What follows belongs to an exercise in optimizing a design on an open flow for small area, a short achievable clock period and few clock cycles per item; a production flow would make more cautious choices.
Function was not checked in any run shown here: the RTL went through the layout flow alone.
Power is estimated from default activity; no workload was simulated.

==> design.v <==
module olidx_voice_codec (
    input  wire       clk,
    input  wire       rst,         
    input  wire       in_valid,
    output wire       in_ready,
    input  wire [7:0] in_data,
    input  wire       in_unpack,   
    output wire       out_valid,
    input  wire       out_ready,
    output wire [7:0] out_data,
    output wire       out_last,
    output wire [6:0] out_chk
);
    function automatic dec_cons(input m, input v, input [4:0] s);
        begin
            if (!v && !m)     dec_cons = (s <= 5'd20);
            else if (!v)      dec_cons = !(s == 5'd11 || s == 5'd14 || s == 5'd17 || s == 5'd20);
            else if (!m)      dec_cons = 1'b1;
            else              dec_cons = !(s == 5'd9 || s == 5'd15 || s == 5'd16);
        end
    endfunction
    function automatic dec_prod(input m, input v, input s0, input [4:0] s);
        begin
            if (!v && !m)     dec_prod = !((s0 && s <= 5'd1) || (s >= 5'd14 && s <= 5'd19));
            else if (!m)      dec_prod = (s != 5'd16);
            else              dec_prod = 1'b1;
        end
    endfunction
    reg        mode;        
    reg  [2:0] sec;         
    reg  [4:0] k;           
    reg  [2:0] hb;          
    reg  [4:0] hc;          
    reg  [7:0] hd;          
    reg  [5:0] he;          
    reg  [7:0] hf;          
    reg  [7:0] ir;
    reg        ir_u, ir_v;
    reg  [7:0] o_data;
    reg        o_v, o_last;
    reg        p_v, p_first, p_in_s;   
    reg  [6:0] ck;
    reg  [7:0] s_data;
    reg        s_v, s_last;
    reg        rdy;
    wire voice = (sec == 3'd6);
    wire first = (sec == 3'd0) && (k == 5'd0);
    wire m     = first ? ir_u : mode;         
    wire pk    = !m && !voice;                
    wire pv    = !m && voice;                 
    wire lastb = voice && (k == 5'd28);
    wire cons  = dec_cons(m, voice, k);
    wire prod  = dec_prod(m, voice, sec == 3'd0, k);
    wire need  = cons || (m && (voice ? (k == 5'd9 || k == 5'd15 || k == 5'd16)
                                       : (k == 5'd11 || k == 5'd14 || k == 5'd17)));
    wire send  = voice ? (k == 5'd28) : (m ? (k == 5'd20) : (k == 5'd22));
    wire go    = (!need || ir_v) && (!prod || !s_v);
    wire push  = go && prod;
    wire take  = go && cons;
    wire ld_o  = !o_v || out_ready;
    wire [2:0] sec_a  = send ? (voice ? 3'd0 : sec + 3'd1) : sec;
    wire [4:0] k_a    = send ? 5'd0 : k + 5'd1;
    wire       f_a    = (sec_a == 3'd0) && (k_a == 5'd0);
    wire [2:0] sec_n  = go ? sec_a : sec;
    wire [4:0] k_n    = go ? k_a : k;
    wire       cons_a = f_a || dec_cons(m, sec_a == 3'd6, k_a);
    wire       prod_a = f_a || dec_prod(m, sec_a == 3'd6, sec_a == 3'd0, k_a);
    wire       cons_n = go ? cons_a : cons;
    wire       prod_n = go ? prod_a : (prod || first);
    wire sv1  = !s_v && push && lastb;                        
    wire sv0  = s_v ? o_v : (push && (lastb || o_v));         
    wire irv1 = rdy || (ir_v && !take);                        
    wire irv0 = !rdy && ir_v && !take;                         
    wire ov1  = s_v || (push && !lastb);
    wire rd1  = cons_n && (!prod_n || !sv1);
    wire rd0  = cons_n && (!prod_n || !sv0);
    reg s_v_n, rdy_n, o_v_n, ir_v_n;
    always @* begin
        ir_v_n = in_valid ? irv1 : irv0;
        if (out_ready) begin
            s_v_n = sv1; o_v_n = ov1;
            rdy_n = !ir_v_n || rd1;
        end else begin
            s_v_n = sv0; o_v_n = o_v || ov1;
            rdy_n = !ir_v_n || rd0;
        end
    end
    wire       ck_en = p_v && !(o_v && o_last);
    wire [6:0] ck_n  = (p_first ? 7'd0 : ck) - (p_in_s ? s_data[6:0] : o_data[6:0]);
    wire       in_s1 = lastb;
    wire       in_s0 = lastb || o_v;
    wire       ring_f = (pv && k >= 5'd12) ? !k[0] : k[0];
    wire [7:0] ring   = ring_f ? hf : hd;
    reg [7:0] b;
    always @* begin
        b = ir;
        if (pk) begin
            case (k)
                5'd0:  b = {2'b0, he};                     
                5'd13: b = {4'b0, hc[3:0]};                
                5'd20: b = {1'b0, ir[3:0], hb};            
                5'd21: b = {3'b0, hc};                     
                default: b = ring;                         
            endcase
        end else if (pv) begin
            case (k)
                5'd0:  b = {2'b0, he};                     
                5'd10: b = {3'b0, hd[4:0]};                
                5'd11: b = {4'b0, hc[0], hb};              
                5'd17: b = {1'b0, ir[2:0], he[3:0]};       
                default: b = (k <= 5'd15) ? ring : ir;
            endcase
        end else if (!voice) begin
            case (k)
                5'd11: b = {6'b0, ir[1:0]};
                5'd12: b = {6'b0, ir[3:2]};
                5'd13: b = {5'b0, ir[2:0]};
                5'd14: b = {6'b0, ir[1:0]};
                5'd15: b = {5'b0, ir[4:2]};
                5'd17: b = {7'b0, ir[0]};
                5'd18: b = {3'b0, ir[5:1]};
                5'd20: b = {4'b0, hd[6:3]};
                default: b = ir;
            endcase
        end else begin
            case (k)
                5'd8:  b = {3'b0, ir[4:0]};
                5'd9:  b = {5'b0, ir[2:0]};
                5'd10: b = {7'b0, ir[3]};
                5'd15: b = {7'b0, ir[0]};
                5'd16: b = {5'b0, ir[3:1]};
                5'd17: b = {5'b0, ir[6:4]};
                default: b = ir;
            endcase
        end
    end
    always @(posedge clk) begin
        if (rdy) begin
            ir   <= in_data;
            ir_u <= in_unpack;
        end
        if (go && first)
            mode <= ir_u;
        if (rst) begin
            sec   <= 3'd0;
            k     <= 5'd0;
            rdy   <= 1'b1;
            ir_v  <= 1'b0;
            s_v   <= 1'b0;
            o_v   <= 1'b0;
            p_v   <= 1'b0;
            ck    <= 7'd0;
        end else begin
            sec   <= sec_n;
            k     <= k_n;
            rdy   <= rdy_n;
            ir_v  <= ir_v_n;
            s_v   <= s_v_n;
            o_v   <= o_v_n;
            if (ck_en)
                ck <= ck_n;
            if (push) begin
                p_v     <= 1'b1;
                p_first <= (sec == 3'd0) && (k == 5'd0 || (pk && k == 5'd2));
                p_in_s  <= out_ready ? in_s1 : in_s0;
            end else begin
                if (ck_en)
                    p_v <= 1'b0;
                if (ld_o)
                    p_in_s <= 1'b0;
            end
        end
    end
    wire hd_w = pk ? ((!k[0] && k <= 5'd10) || k == 5'd16)
              : pv ? ((!k[0] && k <= 5'd8) || k == 5'd12 || k == 5'd14)
              : (!voice && k == 5'd13);
    wire hf_w = pk ? ((k[0] && k <= 5'd9) || k == 5'd19)
              : pv && ((k[0] && k <= 5'd7) || k == 5'd11 || k == 5'd13);
    always @(posedge clk) begin
        if (go) begin
            if (hd_w) hd <= ir;
            if (hf_w) hf <= ir;
            if (pk ? (k == 5'd13) : (pv && k == 5'd9)) hb <= ir[2:0];
            if (pk ? (k == 5'd11 || k == 5'd14) : (pv && k == 5'd10)) hc[1:0] <= ir[1:0];
            if (pk && (k == 5'd12 || k == 5'd15)) hc[4:2] <= ir[2:0];
            if (pk ? (k == 5'd17) : (pv && k == 5'd15)) he[0] <= ir[0];
            if (pk ? (k == 5'd18) : (pv && k == 5'd16)) he[5:1] <= ir[4:0];
        end
    end
    always @(posedge clk) begin
        if (ld_o) begin
            o_data <= s_v ? s_data : b;
            o_last <= s_v && s_last;
        end
        if (!s_v) begin
            s_data <= b;
            s_last <= lastb;
        end
    end
    assign in_ready  = rdy;
    assign out_valid = o_v;
    assign out_data  = o_data;
    assign out_last  = o_last;
    assign out_chk   = ck;
endmodule
==> flow/run.sh <==
#!/bin/bash
# Standard ORFS layout (the standard.sh) with a tighter timing-repair
# target, no footprint restriction on resizing and plain buffers on the ports.
# The full make output goes to standard.log in this folder.
bash standard.sh SETUP_SLACK_MARGIN=6.3 MATCH_CELL_FOOTPRINT=0 'BUFFER_PORTS_ARGS=-buffer_cell sky130_fd_sc_hd__buf_2'  finish > standard.log 2>&1
==> standard.sh <==
#!/bin/bash
# synth_recipe.tcl (not shown) runs the flow's synth.tcl, then flattens the netlist and writes it again
# the make line also repeats each setting of config.mk as NAME=value (left out here)
make -C /OpenROAD-flow-scripts/flow DESIGN_CONFIG=/design/flow/config.mk WORK_HOME=/design/flow/orfs CLKGATE_MAP_FILE= SYNTH_SCRIPT=/design/flow/synth_recipe.tcl "${@:-finish}"
==> config.mk <==
export PLATFORM = sky130hd
export DESIGN_NAME = olidx_voice_codec
export DESIGN_NICKNAME = olidx_voice_codec
export VERILOG_FILES = /design/flow/design.v
export SDC_FILE = /design/flow/constraint.sdc
export NUM_CORES = 4
export LEC_CHECK = 0
export ABC_CLOCK_PERIOD_IN_PS = 2500
export CAP_MARGIN = 20
export CORE_MARGIN = 2
export CORE_UTILIZATION = 40
export CTS_BUF_LIST = sky130_fd_sc_hd__clkbuf_8
export PLACE_DENSITY = 0.6
export SETUP_SLACK_MARGIN = 5
export SLEW_MARGIN = 20
==> constraint.sdc <==
create_clock -name core_clock -period 9.0 [get_ports {clk}]
set_input_delay 1.8000 -clock core_clock [delete_from_list [all_inputs] [get_ports {clk}]]
set_output_delay 1.8000 -clock core_clock [all_outputs]
set_load 0.01 [all_outputs]
==> key figures, run 1 <==
Run status
  – Status: no timing/DRC/antenna violations

Synthesis
  – Syn_area_per_cell: approximately 9.4 um2
  – Count of synthesis-stage warnings from yosys: 1
  – Number of cells produced by synthesis: 541
  – Post-synthesis async set-or-reset flop share: 0%
  – Number of library cell types mapped by synthesis: 84
  – EDFF count, synth: 52
  – Share of the yosys chip area belonging to registers: 41.8%
  – Post-Synthesis Net Count: between 500 and 600
  – Post-Syn Area: 0.00508 mm2
  – Register bit total from synthesis: 80
  – Most common flop cell mapped by yosys: sky130_fd_sc_hd__edfxtp_1

Timing
  – Peak Freq: 0.363 GHz
  – Setup violation total in the final timing report: 0
  – Hold Vio Cnt, Final: 0
  – Period utilisation layout: 30.6%
  – Number of slew-limit violations in the final report: 0
  – Summed negative setup slack over all endpoints: 0 ps
  – Pin slew with the least headroom to its limit: ~830 ps
  – Setup repair after global routing missed its margin: true
  – Fin Clk Skew: 11.8 ps
  – Worst setup margin: 6250 ps
  – Worst-case headroom to the max-slew limit: 43.9%
  – Clock period minus worst slack: 2750 ps

Finish
  – Top library cells by usage in the layout, fill and taps aside: sky130_fd_sc_hd__edfxtp_1, sky130_fd_sc_hd__nand2_1, sky130_fd_sc_hd__buf_4, sky130_fd_sc_hd__a21oi_1, sky130_fd_sc_hd__nor2_1
  – Fillers: 1156
  – Most frequent standard cell in the layout excluding fill and tap cells: sky130_fd_sc_hd__edfxtp_1
  – Number of nets in the finished design: 614
  – Signed area change from the synthesized netlist to the final layout: 22.8%
  – Share of layout cells above drive strength 1: 27.9%

Power and ir drop
  – Maximum vdd ir drop: 0.0000628 V
  – Portion of total power attributed to combinational logic: 16.7%
  – Portion of total power attributed to sequential cells: 50.5%
  – Cell-internal power: slightly above 600 uW
  – Leakage dissipation: roughly 2.2 nW
  – Power spent charging and discharging nets: 243 uW
  – Power density over the cells: 136 mW/mm2
  – Switching part of the total power: approximately 29%
  – Relative contribution of the clock network to total power: 32.9%

GRT
  – Overflow left after global routing: 0
  – Global-route wire length before repair: about 23000 um
  – Via count of the first global-routing pass: 4302
  – Overall Global Routing Usage: 22.4%
  – Number of antenna violations at the first check in global routing: 1
  – Largest net degree at the start of global routing: 36

Worst setup path
  – Startpoint of the worst-slack reg-to-reg timing path: k[1]$_SDFFE_PP0P_
  – Critical setup path kind: reg -> out
  – Critical path cell sequence: buf_2
  – Slack of the worst reg-to-reg path: between 6000 and 7000 ps
  – Buf/Inv on CP: 1
  – Type of element launching the critical path: flip-flop
  – Data arrival, critical path: 950 ps
  – Depth of the worst register-to-register path: 10
  – Req. time, crit path: around 7000 ps
  – Maximum net fanout on the critical path: 2
  – Crit end category: primary output
  – Capture instance of the worst register-to-register path: sec[0]$_SDFFE_PP0P_
  – Cell with the largest stage delay on the worst path: sky130_fd_sc_hd__edfxtp_1
  – Cell family with the largest share of critical-path delay: flip-flops
  – Critical path's largest stage delay: 410 ps

Floorplan
  – Starting density of the core: 40.6%
  – Die Area: ~0.014 mm2
  – Floorplan row count: 41
  – Count of pins on the block boundary: 31
  – Vertical die dimension: ~120 um
  – Placeable core region: around 0.013 mm2
  – Overall die width: 117 um

Clock network
  – Root Driver: sky130_fd_sc_hd__clkbuf_8
  – TritonCTS clock tree: yes
  – Quantity of hold-fixing buffers added after cts: 0
  – Clock tree buffer depth: 2
  – Clock buffers created by TritonCTS: 9
  – Clock-pin slew on the worst setup and hold paths: around 90 ps
  – Total clock sinks: 80
  – H-tree levels: 3
  – Worst skew pair latency: 380 ps

Min path
  – Sink of the worst hold path: s_data[7]$_DFF_P_
  – Hold_sp: s_data[7]$_DFF_P_
  – Hold Path Cell Cnt: 1
  – Type of the worst min-delay path: reg -> reg

Placement
  – Buffers added on ports: 30
  – Pre-CTS setup slack: roughly 4900 ps
  – Final HPWL DP: 10000 um
  – Placer Congestion: 0.976

Detailed routing
  – Via-to-Cell Ratio: 6.10
  – Via count: 4678
  – DRC violation count after routing: 0
  – Final wirelength: approximately 15000 um
  – Wire length per cell after detailed routing: slightly below 20 um
  – Number of detailed-route iterations in the first pass: 7
  – Final antenna-violating net count: 0
  – DRT iter0 DRCs: 607

Flow run
  – MaxCap Viol Count: 0
==> power groups by stage <==
| stage | Clock (mW) | Sequential (mW) | Combinational, mW |
|---|---|---|---|
| 2_1_floorplan | 0 | 0.435 | 0.0790 |
| 3_3_place_gp | 0 | 0.439 | 0.111 |
| 3_5_place_dp | 0 | 0.440 | 0.112 |
| 4_1_cts | 0.288 | 0.428 | 0.132 |
| 5_1_grt | 0.300 | 0.431 | 0.155 |
| 6_report | 0.279 | 0.428 | 0.141 |
==> worst max-delay path by stage <==
stage | startpoint | end | slack (ps) | cells after the start
after floorplan | k[3]$_SDFFE_PP0P_ | hf[0]$_DFFE_PP_ | 6310 | 11
after global placement | k[0]$_SDFFE_PP0P_ | hf[3]$_DFFE_PP_ | 5100 | 9
after detailed placement | k[0]$_SDFFE_PP0P_ | hf[4]$_DFFE_PP_ | 4940 | 9
after CTS | o_last$_DFFE_PP_ | out_last | 6210 | 1
after global routing | k[1]$_SDFFE_PP0P_ | sec[0]$_SDFFE_PP0P_ | 6210 | 10
final | o_data[0]$_DFFE_PP_ | out_data[0] | 6250 | 1
==> sequential cells by signal, indices dropped and copies added (netlist names), 3 cells and up <==
| register | count |
|---|---|
| hc | 5 |
| ck | 7 |
| hb | 3 |
| hf | 8 |
| he | 6 |
| ir | 8 |
| s_data | 8 |
| k | 5 |
| o_data | 8 |
| sec | 3 |
| hd | 8 |
==> cell usage after synthesis, drive strengths merged (4+ instances only) <==
library cell  number  share of area [%]
a211oi            11                1.7
a21boi             6               0.89
a21oi             38                3.9
a222oi             7                1.4
a22o               5               0.86
a22oi              8                1.2
a31oi              5               0.62
and2               7               0.86
and3               5               0.62
buf               10                1.2
clkbuf            27                2.0
dfxtp             28                 11
edfxtp            52                 31
ha                11                2.7
inv               17                1.3
mux2i             17                3.4
nand2             47                3.5
nand2b            15                1.8
nand3             19                1.9
nand3b             4               0.59
nand4              4               0.62
nor2              36                2.7
nor2b             12                1.5
nor3              25                2.6
nor4               4               0.49
o21a               7                1.0
o21ai             23                2.3
o311ai             4               0.69
o41ai              5                1.2
or3                8               0.99
xnor2              4               0.84
==> per-layer routing <==
layer / global-route usage, % / share of wire (%) / up-vias
met3: 5.81 / 8.7 / 42
li1: - / - / 2172
met2: 35.3 / 46 / 256
met4: 7.61 / 2.7 / 0
met1: 29.9 / 42 / 2208
met5: 0 / 0 / -
==> cell type report <==
class	count	area [um2]	share of cell area, %
Multi-Input combinational cell	407	3070	49.2
Sequential cell	80	2160	34.7
Timing Repair Buffer	74	514	8.25
Tap cell	172	215	3.45
Clock buffer	9	124	1.99
Clock inverter	7	76.3	1.22
Inverter	17	68.8	1.10
Antenna cell	1	2.50	0.0402
==> what timing repair did <==
item	in CTS	in global routing
gates resized for setup	52	25
pin swaps	10	16
buffers inserted	22	19
endpoints found under the setup margin	81	60
==> per-stage QoR <==
step                      cell area, um2  total power [mW]  util, %  std cells  hold slack (ps)
after floorplan                     5210             0.514        -        541              422
after global placement              5400             0.550     43.1        709              439
after detailed placement            5400             0.552     43.1        709              444
after CTS                           5960             0.848     47.6        747              465
after global routing                6230             0.886     49.8        767              483
final                               6230             0.849     49.8        767              464
==> cells by family after synthesis <==
kind of cell             count (synthesis)  synth area share [%]
flip-flops                              80                  41.8
adder cells (fa/ha/maj)                 12                  3.11
AND/OR/NAND/NOR                        206                  22.0
AO/OA/AOI/OAI                          163                  23.5
buffers and inverters                   54                  4.41
XOR/XNOR                                 6                  1.18
multiplexers                            20                  4.02
==> inputs of run 2 (changes only) <==
--- a/design.v
+++ b/design.v
@@ -29,6 +29,7 @@
     reg        mode;        
     reg  [2:0] sec;         
     reg  [4:0] k;           
+    reg        r_cons, r_prod, r_need, r_send;
     reg  [2:0] hb;          
     reg  [4:0] hc;          
     reg  [7:0] hd;          
@@ -49,11 +50,10 @@
     wire pk    = !m && !voice;                
     wire pv    = !m && voice;                 
     wire lastb = voice && (k == 5'd28);
-    wire cons  = dec_cons(m, voice, k);
-    wire prod  = dec_prod(m, voice, sec == 3'd0, k);
-    wire need  = cons || (m && (voice ? (k == 5'd9 || k == 5'd15 || k == 5'd16)
-                                       : (k == 5'd11 || k == 5'd14 || k == 5'd17)));
-    wire send  = voice ? (k == 5'd28) : (m ? (k == 5'd20) : (k == 5'd22));
+    wire cons  = r_cons;
+    wire prod  = first ? ir_u : r_prod;
+    wire need  = r_need;
+    wire send  = r_send;
     wire go    = (!need || ir_v) && (!prod || !s_v);
     wire push  = go && prod;
     wire take  = go && cons;
@@ -63,8 +63,14 @@
     wire       f_a    = (sec_a == 3'd0) && (k_a == 5'd0);
     wire [2:0] sec_n  = go ? sec_a : sec;
     wire [4:0] k_n    = go ? k_a : k;
-    wire       cons_a = f_a || dec_cons(m, sec_a == 3'd6, k_a);
-    wire       prod_a = f_a || dec_prod(m, sec_a == 3'd6, sec_a == 3'd0, k_a);
+    wire       v_a    = (sec_a == 3'd6);
+    wire       dcons_a = dec_cons(m, v_a, k_a);
+    wire       dprod_a = dec_prod(m, v_a, sec_a == 3'd0, k_a);
+    wire       need_a = dcons_a || (m && (v_a ? (k_a == 5'd9 || k_a == 5'd15 || k_a == 5'd16)
+                                             : (k_a == 5'd11 || k_a == 5'd14 || k_a == 5'd17)));
+    wire       send_a = v_a ? (k_a == 5'd28) : (m ? (k_a == 5'd20) : (k_a == 5'd22));
+    wire       cons_a = f_a || dcons_a;
+    wire       prod_a = f_a || dprod_a;
     wire       cons_n = go ? cons_a : cons;
     wire       prod_n = go ? prod_a : (prod || first);
     wire sv1  = !s_v && push && lastb;                        
@@ -135,7 +141,7 @@
         end
     end
     always @(posedge clk) begin
-        if (rdy) begin
+        if (!ir_v || take) begin
             ir   <= in_data;
             ir_u <= in_unpack;
         end
@@ -144,6 +150,10 @@
         if (rst) begin
             sec   <= 3'd0;
             k     <= 5'd0;
+            r_cons <= 1'b1;              
+            r_prod <= 1'b1;
+            r_need <= 1'b1;
+            r_send <= 1'b0;
             rdy   <= 1'b1;
             ir_v  <= 1'b0;
             s_v   <= 1'b0;
@@ -153,6 +163,12 @@
         end else begin
             sec   <= sec_n;
             k     <= k_n;
+            if (go) begin
+                r_cons <= cons_a;
+                r_prod <= dprod_a;
+                r_need <= need_a;
+                r_send <= send_a;
+            end
             rdy   <= rdy_n;
             ir_v  <= ir_v_n;
             s_v   <= s_v_n;
@@ -188,7 +204,10 @@
         end
     end
     always @(posedge clk) begin
-        if (ld_o) begin
+        if (rst) begin
+            o_data <= 8'd0;
+            o_last <= 1'b0;
+        end else if (ld_o) begin
             o_data <= s_v ? s_data : b;
             o_last <= s_v && s_last;
         end
==> key figures, run 2 <==
GRT
  – Overflow left after global routing: 0 (unchanged)
  – Via count of the first global-routing pass: 4234 (was 4302)
  – Number of antenna violations at the first check in global routing: 0 (was 1)
  – Largest net degree at the start of global routing: 33 (was 36)
  – Overall Global Routing Usage: 21.9% (was 22.4%)
  – Global-route wire length before repair: 22800 um (was 23200 um)

Floorplan
  – Floorplan row count: 41 (unchanged)
  – Starting density of the core: 40.8% (was 40.6%)
  – Vertical die dimension: 117 um (about the same)
  – Overall die width: 117 um (about the same)
  – Die Area: 0.0137 mm2 (was 0.0136 mm2)
  – Count of pins on the block boundary: 31 (unchanged)
  – Placeable core region: 0.0126 mm2 (was 0.0125 mm2)

Detailed routing
  – Via-to-Cell Ratio: 5.92 (was 6.10)
  – Total routed wire length on the met1 layer: 6670 um (was 6410 um)
  – DRC violation count after routing: 0 (unchanged)
  – Wire length per cell after detailed routing: 18.9 um (was 19.8 um)
  – Via count: 4694 (was 4678)
  – Number of detailed-route iterations in the first pass: 7 (unchanged)
  – Uppermost layer routed: met4 (unchanged)
  – Final antenna-violating net count: 0 (unchanged)
  – Met2 routed wirelength: 7020 um (was 7070 um)
  – Final wirelength: 15000 um (was 15200 um)
  – Met3 wire len: 889 um (was 1330 um)
  – DRT iter0 DRCs: 537 (was 607)

Finish
  – Post-layout instance count excluding filler cells: 793 (was 767)
  – Top library cells by usage in the layout, fill and taps aside: sky130_fd_sc_hd__nor2_1, sky130_fd_sc_hd__nand2_1, sky130_fd_sc_hd__edfxtp_1, sky130_fd_sc_hd__buf_4, sky130_fd_sc_hd__a21oi_1 (was sky130_fd_sc_hd__edfxtp_1, sky130_fd_sc_hd__nand2_1, sky130_fd_sc_hd__buf_4, sky130_fd_sc_hd__a21oi_1, sky130_fd_sc_hd__nor2_1)
  – Share of layout cells above drive strength 1: 25.8% (was 27.9%)
  – Signed area change from the synthesized netlist to the final layout: 20.6% (was 22.8%)
  – Number of nets in the finished design: 641 (was 614)
  – Diode insertion count for antenna repair: 0 (was 1)
  – Post-route core utilization: 49.2% (was 49.8%)
  – Most frequent standard cell in the layout excluding fill and tap cells: sky130_fd_sc_hd__nor2_1 (was sky130_fd_sc_hd__edfxtp_1)

Clock network
  – Clock tree buffer depth: 2 (unchanged)
  – Clock buffers created by TritonCTS: 9 (unchanged)
  – Root Driver: sky130_fd_sc_hd__clkbuf_8 (unchanged)
  – TritonCTS clock tree: yes (unchanged)
  – Worst skew pair latency: 390 ps (was 380 ps)
  – H-tree levels: 3 (unchanged)
  – Total clock sinks: 84 (was 80)
  – Clock-pin slew on the worst setup and hold paths: 90 ps (about the same)

Timing
  – Number of slew-limit violations in the final report: 0 (unchanged)
  – Clock period minus worst slack: 2670 ps (was 2750 ps)
  – Pin slew with the least headroom to its limit: 668 ps (was 831 ps)
  – Fin Clk Skew: 11.3 ps (was 11.8 ps)
  – Worst setup margin: 6330 ps (was 6250 ps)
  – Peak Freq: 0.375 GHz (was 0.363 GHz)
  – Period utilisation layout: 29.6% (was 30.6%)
  – Summed negative setup slack over all endpoints: 0 ps (unchanged)
  – Hold Vio Cnt, Final: 0 (unchanged)
  – Worst-case headroom to the max-slew limit: 55.2% (was 43.9%)
  – Setup repair after global routing missed its margin: true (unchanged)
  – Setup violation total in the final timing report: 0 (unchanged)

Placement
  – Buffers added on ports: 30 (unchanged)
  – Placer Congestion: 0.923 (was 0.976)
  – Pre-CTS setup slack: 4880 ps (was 4940 ps)
  – Number of placed instances with taps included: 738 (was 709)
  – Final HPWL DP: 10200 um (was 10000 um)

Worst setup path
  – Cell family with the largest share of critical-path delay: flip-flops (unchanged)
  – Startpoint of the worst-slack reg-to-reg timing path: k[0]$_SDFFE_PP0N_ (was k[1]$_SDFFE_PP0P_)
  – Data arrival, critical path: 870 ps (was 950 ps)
  – Depth of the worst register-to-register path: 10 (unchanged)
  – Cell with the largest stage delay on the worst path: sky130_fd_sc_hd__dfxtp_2 (was sky130_fd_sc_hd__edfxtp_1)
  – Slack of the worst reg-to-reg path: 6390 ps (was 6350 ps)
  – Critical setup path kind: reg -> out (unchanged)
  – Critical path's largest stage delay: 350 ps (was 410 ps)
  – Req. time, crit path: 7200 ps (about the same)
  – Maximum net fanout on the critical path: 3 (was 2)
  – Crit end category: primary output (unchanged)
  – Buf/Inv on CP: 1 (unchanged)
  – Capture instance of the worst register-to-register path: o_data[5]$_SDFFE_PP0P_ (was sec[0]$_SDFFE_PP0P_)
  – Type of element launching the critical path: flip-flop (unchanged)
  – Critical path cell sequence: buf_2 (unchanged)

Synthesis
  – EDFF count, synth: 43 (was 52)
  – Post-Syn Area: 0.00513 mm2 (was 0.00508 mm2)
  – Cell types with the largest area share after synthesis: sky130_fd_sc_hd__edfxtp_1, sky130_fd_sc_hd__dfxtp_1, sky130_fd_sc_hd__nor2_1, sky130_fd_sc_hd__a21oi_1, sky130_fd_sc_hd__nand2_1 (was sky130_fd_sc_hd__edfxtp_1, sky130_fd_sc_hd__dfxtp_1, sky130_fd_sc_hd__a21oi_1, sky130_fd_sc_hd__nand2_1, sky130_fd_sc_hd__mux2i_1)
  – Number of cells produced by synthesis: 569 (was 541)
  – Library cell occupying the most area in the post-synthesis netlist: sky130_fd_sc_hd__edfxtp_1 (unchanged)
  – Number of library cell types mapped by synthesis: 80 (was 84)
  – Post-synthesis async set-or-reset flop share: 0% (unchanged)
  – Dominant cell by count in the synthesized netlist: sky130_fd_sc_hd__nor2_1 (was sky130_fd_sc_hd__edfxtp_1)
  – Share of the yosys chip area belonging to registers: 41.2% (was 41.8%)
  – Register bit total from synthesis: 84 (was 80)
  – Syn_area_per_cell: 9.01 um2 (was 9.38 um2)
  – Top post-synthesis cells by count: sky130_fd_sc_hd__nor2_1, sky130_fd_sc_hd__nand2_1, sky130_fd_sc_hd__edfxtp_1 (was sky130_fd_sc_hd__edfxtp_1, sky130_fd_sc_hd__nand2_1, sky130_fd_sc_hd__a21oi_1, sky130_fd_sc_hd__nor2_1, sky130_fd_sc_hd__dfxtp_1)
  – Most common flop cell mapped by yosys: sky130_fd_sc_hd__edfxtp_1 (unchanged)
  – Share of the synthesized area in the top cell type: 25.2% (was 30.8%)
  – Post-Synthesis Net Count: 594 (was 566)
  – Count of synthesis-stage warnings from yosys: 1 (unchanged)

Power and ir drop
  – Maximum vdd ir drop: 0.000121 V (was 0.0000628 V)
  – Power density over the cells: 142 mW/mm2 (was 136 mW/mm2)
  – Leakage dissipation: 2.27 nW (was 2.21 nW)

Min path
  – Sink of the worst hold path: o_data[7]$_SDFFE_PP0P_ (was s_data[7]$_DFF_P_)
  – Hold_sp: o_data[7]$_SDFFE_PP0P_ (was s_data[7]$_DFF_P_)
  – Type of the worst min-delay path: reg -> reg (unchanged)
  – Hold Path Cell Cnt: 2 (was 1)

Run status
  – Status: no timing/DRC/antenna violations (unchanged)

Flow run
  – MaxCap Viol Count: 0 (unchanged)
## run 2: cell types whose count changed in the layout (fill, tap and decap cells not counted), moves of 8 or more
cell	previous run	this run
sky130_fd_sc_hd__dfxtp_2	9	18
sky130_fd_sc_hd__edfxtp_1	52	43
sky130_fd_sc_hd__inv_1	14	22
sky130_fd_sc_hd__dfxtp_1	11	21
sky130_fd_sc_hd__nor3_1	21	11
sky130_fd_sc_hd__nor2_1	32	56
## run 2: cell type report
type | instances | area [um2]
timing repair buffer | 72 | 518
fill | 1168 | 6380
clock buffer | 10 | 138
tap | 172 | 215
clock inverter | 6 | 62.6
multi-input combinational | 425 | 3020
inverter | 24 | 93.8
sequential | 84 | 2140
## run 2: what timing repair did
action                                  CTS  global route
gates cloned                              0             1
endpoints found under the setup margin   90            63
hold buffers                              0             0
hold endpoints to repair                  0             0
setup buffers                            11            27
gates resized for setup                  38            33
pin swaps                                 2            10
## run 2: how the worst max path moves through the flow
stage                     cells past startpoint                    from  slack, ps                 end
final                                         1  o_data[2]$_SDFFE_PP0P_       6330         out_data[2]
after floorplan                               3                     rst       6300   p_first$_DFFE_PP_
after global routing                         11    p_in_s$_SDFFCE_PP0P_       6260  ck[6]$_SDFFE_PP0P_
after global placement                        7       k[0]$_SDFFE_PP0N_       5060     hf[6]$_DFFE_PP_
after detailed placement                      7       k[0]$_SDFFE_PP0N_       4880     hf[3]$_DFFE_PP_
after CTS                                     1  o_data[4]$_SDFFE_PP0P_       6300         out_data[4]
## run 2: cell families after synthesis
group	share of synthesized area, %
simple gates	22.1
compound gates	23.5
flops	41.2
buf+inv	5.05
mux	3.85
fa+ha+maj	3.07
xor+xnor	1.29
## run 2: metrics by stage
| step | power [mW] | hold WS, ps | cell area [um2] |
|---|---|---|---|
| finish | 0.880 | 460 | 6190 |
| global route | 0.919 | 472 | 6190 |
| CTS | 0.867 | 465 | 5830 |
| detailed placement | 0.578 | 452 | 5390 |
| global placement | 0.574 | 444 | 5390 |
| floorplan | 0.540 | 436 | 5170 |
## run 2: report_power, final
| group | internal [mW] | leakage (nW) | switching (mW) | total (mW) |
|---|---|---|---|---|
| clock network | 0.136 | 0.108 | 0.142 | 0.278 |
| logic | 0.0734 | 1.41 | 0.0886 | 0.162 |
| registers | 0.422 | 0.751 | 0.0182 | 0.440 |
## run 2: metal layers
layer  global-route usage (%)  up-vias
li1                         -     2225
met1                     29.8     2277
met2                     34.2      155
met3                     4.89       37
met4                     8.08        0
met5                        0        -
==> inputs of run 3 (changes only) <==
==> config.mk (replaced) <==
export PLATFORM = sky130hd
export DESIGN_NAME = olidx_voice_codec
export DESIGN_NICKNAME = olidx_voice_codec
export VERILOG_FILES = /design/flow/design.v
export SDC_FILE = /design/flow/constraint.sdc
export NUM_CORES = 4
export LEC_CHECK = 0
export ABC_AREA = 1
export CAP_MARGIN = 20
export CORE_MARGIN = 2
export CORE_UTILIZATION = 50
export CTS_BUF_LIST = sky130_fd_sc_hd__clkbuf_8
export PLACE_DENSITY = 0.7
export SETUP_SLACK_MARGIN = 5
export SLEW_MARGIN = 20
==> key figures, run 3 <==
Timing
  – Setup violation total in the final timing report: 0 (unchanged)
  – Setup repair after global routing missed its margin: false (was true)
  – Period utilisation layout: 29.5% (was 29.6%)
  – Final Hold Slack: 480 ps (was 460 ps)
  – Number of slew-limit violations in the final report: 0 (unchanged)
  – Pin slew with the least headroom to its limit: 615 ps (was 668 ps)
  – Hold Vio Cnt, Final: 0 (unchanged)
  – Worst setup margin: 6340 ps (was 6330 ps)
  – Peak Freq: 0.376 GHz (was 0.375 GHz)
  – Summed negative setup slack over all endpoints: 0 ps (unchanged)
  – Fin Clk Skew: 12.1 ps (was 11.3 ps)
  – Clock period minus worst slack: 2660 ps (was 2670 ps)
  – Worst-case headroom to the max-slew limit: 59.0% (was 55.2%)

Power and ir drop
  – Maximum vdd ir drop: 0.0000825 V (was 0.000121 V)
  – Power density over the cells: 192 mW/mm2 (was 142 mW/mm2)
  – Leakage dissipation: 2.57 nW (was 2.27 nW)
  – Overall power of the completed layout: 1.11 mW (was 880 uW)

Finish
  – Post-layout instance count excluding filler cells: 843 (was 793)
  – Diode insertion count for antenna repair: 0 (unchanged)
  – Number of nets in the finished design: 727 (was 641)
  – Signed area change from the synthesized netlist to the final layout: 12.8% (was 20.6%)
  – Post-route core utilization: 57.2% (was 49.2%)
  – Most frequent standard cell in the layout excluding fill and tap cells: sky130_fd_sc_hd__nand2_1 (was sky130_fd_sc_hd__nor2_1)
  – Layout Cell Area excl Fill: 0.00579 mm2 (was 0.00619 mm2)
  – Share of layout cells above drive strength 1: 18.7% (was 25.8%)
  – Top library cells by usage in the layout, fill and taps aside: sky130_fd_sc_hd__nand2_1, sky130_fd_sc_hd__inv_1, sky130_fd_sc_hd__o21ai_0, sky130_fd_sc_hd__nor2_1, sky130_fd_sc_hd__a21oi_1 (was sky130_fd_sc_hd__nor2_1, sky130_fd_sc_hd__nand2_1, sky130_fd_sc_hd__edfxtp_1, sky130_fd_sc_hd__buf_4, sky130_fd_sc_hd__a21oi_1)

Detailed routing
  – DRT iter0 DRCs: 564 (was 537)
  – DRC violation count after routing: 0 (unchanged)
  – Final antenna-violating net count: 0 (unchanged)
  – Number of detailed-route iterations in the first pass: 5 (was 7)
  – Wire length per cell after detailed routing: 17.7 um (was 18.9 um)
  – Via count: 4837 (was 4694)
  – Final wirelength: 14900 um (was 15000 um)
  – Via-to-Cell Ratio: 5.74 (was 5.92)

Clock network
  – Clock tree buffer depth: 2 (unchanged)
  – Root Driver: sky130_fd_sc_hd__clkbuf_8 (unchanged)
  – TritonCTS clock tree: yes (unchanged)
  – Clock buffers created by TritonCTS: 9 (unchanged)
  – H-tree levels: 3 (unchanged)
  – Total clock sinks: 84 (unchanged)
  – Worst skew pair latency: 360 ps (was 390 ps)
  – Clock-pin slew on the worst setup and hold paths: 80 ps (was 90 ps)
  – Quantity of hold-fixing buffers added after cts: 0 (unchanged)

Synthesis
  – Post-synthesis async set-or-reset flop share: 0% (unchanged)
  – Combinational family with the most area after synthesis: simple AND/OR/NAND/NOR gates (was compound AO/OA/AOI/OAI gates)
  – Library cell occupying the most area in the post-synthesis netlist: sky130_fd_sc_hd__edfxtp_1 (unchanged)
  – Top post-synthesis cells by count: sky130_fd_sc_hd__nand2_1, sky130_fd_sc_hd__inv_1, sky130_fd_sc_hd__o21ai_0 (was sky130_fd_sc_hd__nor2_1, sky130_fd_sc_hd__nand2_1, sky130_fd_sc_hd__edfxtp_1)
  – Complex-gate fraction of the synthesized area: 19.9% (was 23.5%)
  – Dominant cell by count in the synthesized netlist: sky130_fd_sc_hd__nand2_1 (was sky130_fd_sc_hd__nor2_1)
  – Most common flop cell mapped by yosys: sky130_fd_sc_hd__edfxtp_1 (unchanged)
  – Share of the yosys chip area belonging to registers: 41.1% (was 41.2%)
  – Syn_area_per_cell: 7.66 um2 (was 9.01 um2)
  – Post-Synthesis Net Count: 696 (was 594)
  – XOR/XNOR Fraction of Synth Area: 1.02% (was 1.29%)
  – Register bit total from synthesis: 84 (unchanged)
  – Cell types with the largest area share after synthesis: sky130_fd_sc_hd__edfxtp_1, sky130_fd_sc_hd__dfxtp_1, sky130_fd_sc_hd__nand2_1, sky130_fd_sc_hd__inv_1, sky130_fd_sc_hd__o21ai_0 (was sky130_fd_sc_hd__edfxtp_1, sky130_fd_sc_hd__dfxtp_1, sky130_fd_sc_hd__nor2_1, sky130_fd_sc_hd__a21oi_1, sky130_fd_sc_hd__nand2_1)
  – Number of cells produced by synthesis: 671 (was 569)
  – Synthesized-area fraction occupied by adder cells: 3.07% (about the same)
  – Share of cell area taken by muxes after synthesis: 0.414% (was 3.85%)
  – EDFF count, synth: 43 (unchanged)
  – Post-Syn Area: 0.00514 mm2 (was 0.00513 mm2)
  – Area share of and/or/nand/nor cells after synthesis: 24.6% (was 22.1%)
  – Count of synthesis-stage warnings from yosys: 1 (unchanged)
  – Share of the synthesized area in the top cell type: 25.1% (was 25.2%)
  – Number of library cell types mapped by synthesis: 55 (was 80)

GRT
  – Overall Global Routing Usage: 26.6% (was 21.9%)
  – Overflow left after global routing: 0 (unchanged)
  – Global-route wire length before repair: 22900 um (was 22800 um)
  – Via count of the first global-routing pass: 4274 (was 4234)
  – Number of antenna violations at the first check in global routing: 0 (unchanged)
  – Largest net degree at the start of global routing: 27 (was 33)

Placement
  – Placer Congestion: 1.03 (was 0.923)
  – Number of placed instances with taps included: 819 (was 738)
  – Placed inst area: 0.00536 mm2 (was 0.00539 mm2)
  – Buffers added on ports: 30 (unchanged)
  – Pre-CTS setup slack: 5540 ps (was 4880 ps)
  – Final HPWL DP: 10800 um (was 10200 um)

Floorplan
  – Starting density of the core: 50.7% (was 40.8%)
  – Count of pins on the block boundary: 31 (unchanged)
  – Floorplan row count: 37 (was 41)
  – Placeable core region: 0.0101 mm2 (was 0.0126 mm2)
  – Vertical die dimension: 105 um (was 117 um)
  – Die Area: 0.0111 mm2 (was 0.0137 mm2)
  – Overall die width: 105 um (was 117 um)

Run status
  – Status: no timing/DRC/antenna violations (unchanged)

Worst setup path
  – Buf/Inv on CP: 1 (unchanged)
  – Cell family with the largest share of critical-path delay: flip-flops (unchanged)
  – Critical path cell sequence: buf_2 (unchanged)
  – Critical path's largest stage delay: 360 ps (was 350 ps)
  – Maximum net fanout on the critical path: 3 (unchanged)
  – Type of element launching the critical path: flip-flop (unchanged)
  – Crit end category: primary output (unchanged)
  – Req. time, crit path: 7200 ps (about the same)
  – Data arrival, critical path: 860 ps (was 870 ps)
  – Critical setup path kind: reg -> out (unchanged)
  – Cell with the largest stage delay on the worst path: sky130_fd_sc_hd__dfxtp_1 (was sky130_fd_sc_hd__dfxtp_2)

Min path
  – Type of the worst min-delay path: reg -> reg (unchanged)

Flow run
  – MaxCap Viol Count: 0 (unchanged)
-- run 3: cell types whose count changed after synthesis, sizes merged, moves of 10 or more --
cell,change
inv,+81
o21ai,+52
nand3,+17
nor2b,-10
clkbuf,-10
nand2b,-11
a21oi,+16
mux2i,-15
o22ai,+12
nand2,+92
-- run 3: kinds of logic after synthesis --
| family | after synthesis |
|---|---|
| muxes | 2 |
| adders and majority gates | 12 |
| xor gates and xnor gates | 6 |
| and+or+nand+nor | 266 |
| buffers and inverters | 125 |
| DFF | 84 |
| AOI/OAI and AO/OA | 176 |
-- run 3: path summary, 6_finish.rpt --
check | from | to | slack, ps | depth (start not counted)
hold reg to reg | rdy$_SDFF_PP1_ | ir_v$_SDFF_PP0_ | 480 | 2
setup reg to reg | k[1]$_SDFFE_PP0N_ | hf[7]$_DFFE_PP_ | 6440 | 11
hold / removal | rdy$_SDFF_PP1_ | ir_v$_SDFF_PP0_ | 480 | 2
setup / recovery | o_v$_SDFF_PP0_ | out_valid | 6340 | 1
-- run 3: routing by layer --
| metal | vias up | share of wire (%) | GRT usage, % |
|---|---|---|---|
| met1 | 2240 | 43 | 37.2 |
| met5 | - | 0 | 0 |
| met3 | 30 | 8.3 | 5.69 |
| met2 | 240 | 46 | 40.7 |
| li1 | 2327 | - | - |
| met4 | 0 | 2.2 | 9.24 |
-- run 3: cell type report --
class / instances / area [um2]
timing repair inverter: 2 / 10.0
clock buffer: 10 / 138
clock inverter: 6 / 81.3
sequential: 84 / 2130
inverter: 107 / 413
tap: 136 / 170
fill: 933 / 4340
timing repair buffer: 35 / 213
multi-input combinational: 463 / 2640
-- run 3: timing repair --
| item | CTS | global route |
|---|---|---|
| resized for setup | 17 | 20 |
| cloned | 0 | 3 |
| setup buffers | 3 | 2 |
| hold endpoints to repair | 0 | 0 |
| pin swaps | 2 | 1 |
| endpoints found under the setup margin | 65 | 53 |
-- run 3: report_power, final --
group	internal (mW)	switching (mW)	total, mW
combinational	0.112	0.219	0.331
sequential	0.444	0.0351	0.479
clock	0.162	0.138	0.300
total	0.718	0.392	1.11

[separate check: timing with driven ports]
The results above use ideal ports. As a check the final layouts listed here were re-extracted and re-timed, cells and wires unchanged.
Step 1, drivers: a clkbuf_16 drives clk and a buf_2 each remaining input, both assumed.
Step 2 also shifts input and output timing later by t, the mid clock arrival at the registers, as if the neighbouring blocks saw the same clock.
a / b / c = ideal ports / drivers / drivers and shift; a / b = the first two.
run | shift t [ns] | setup WS [ns] | hold slack, ns | worst slew at a driven data input, ns
run 1 | 0.413 | 6.248 / 6.212 / 6.057 | 0.464 / 0.464 / 0.464 | 0.05
run 2 | 0.419 | 6.333 / 6.295 / 6.002 | 0.460 / 0.460 / 0.460 | 0.03
run 3 | 0.393 | 6.343 / 6.306 / 6.007 | 0.480 / 0.480 / 0.480 | 0.05
After both steps every run listed still meets setup and hold. For run 3, which loses most, drivers alone change the setup slack by -0.037 ns; drivers and shift together by -0.336 ns.
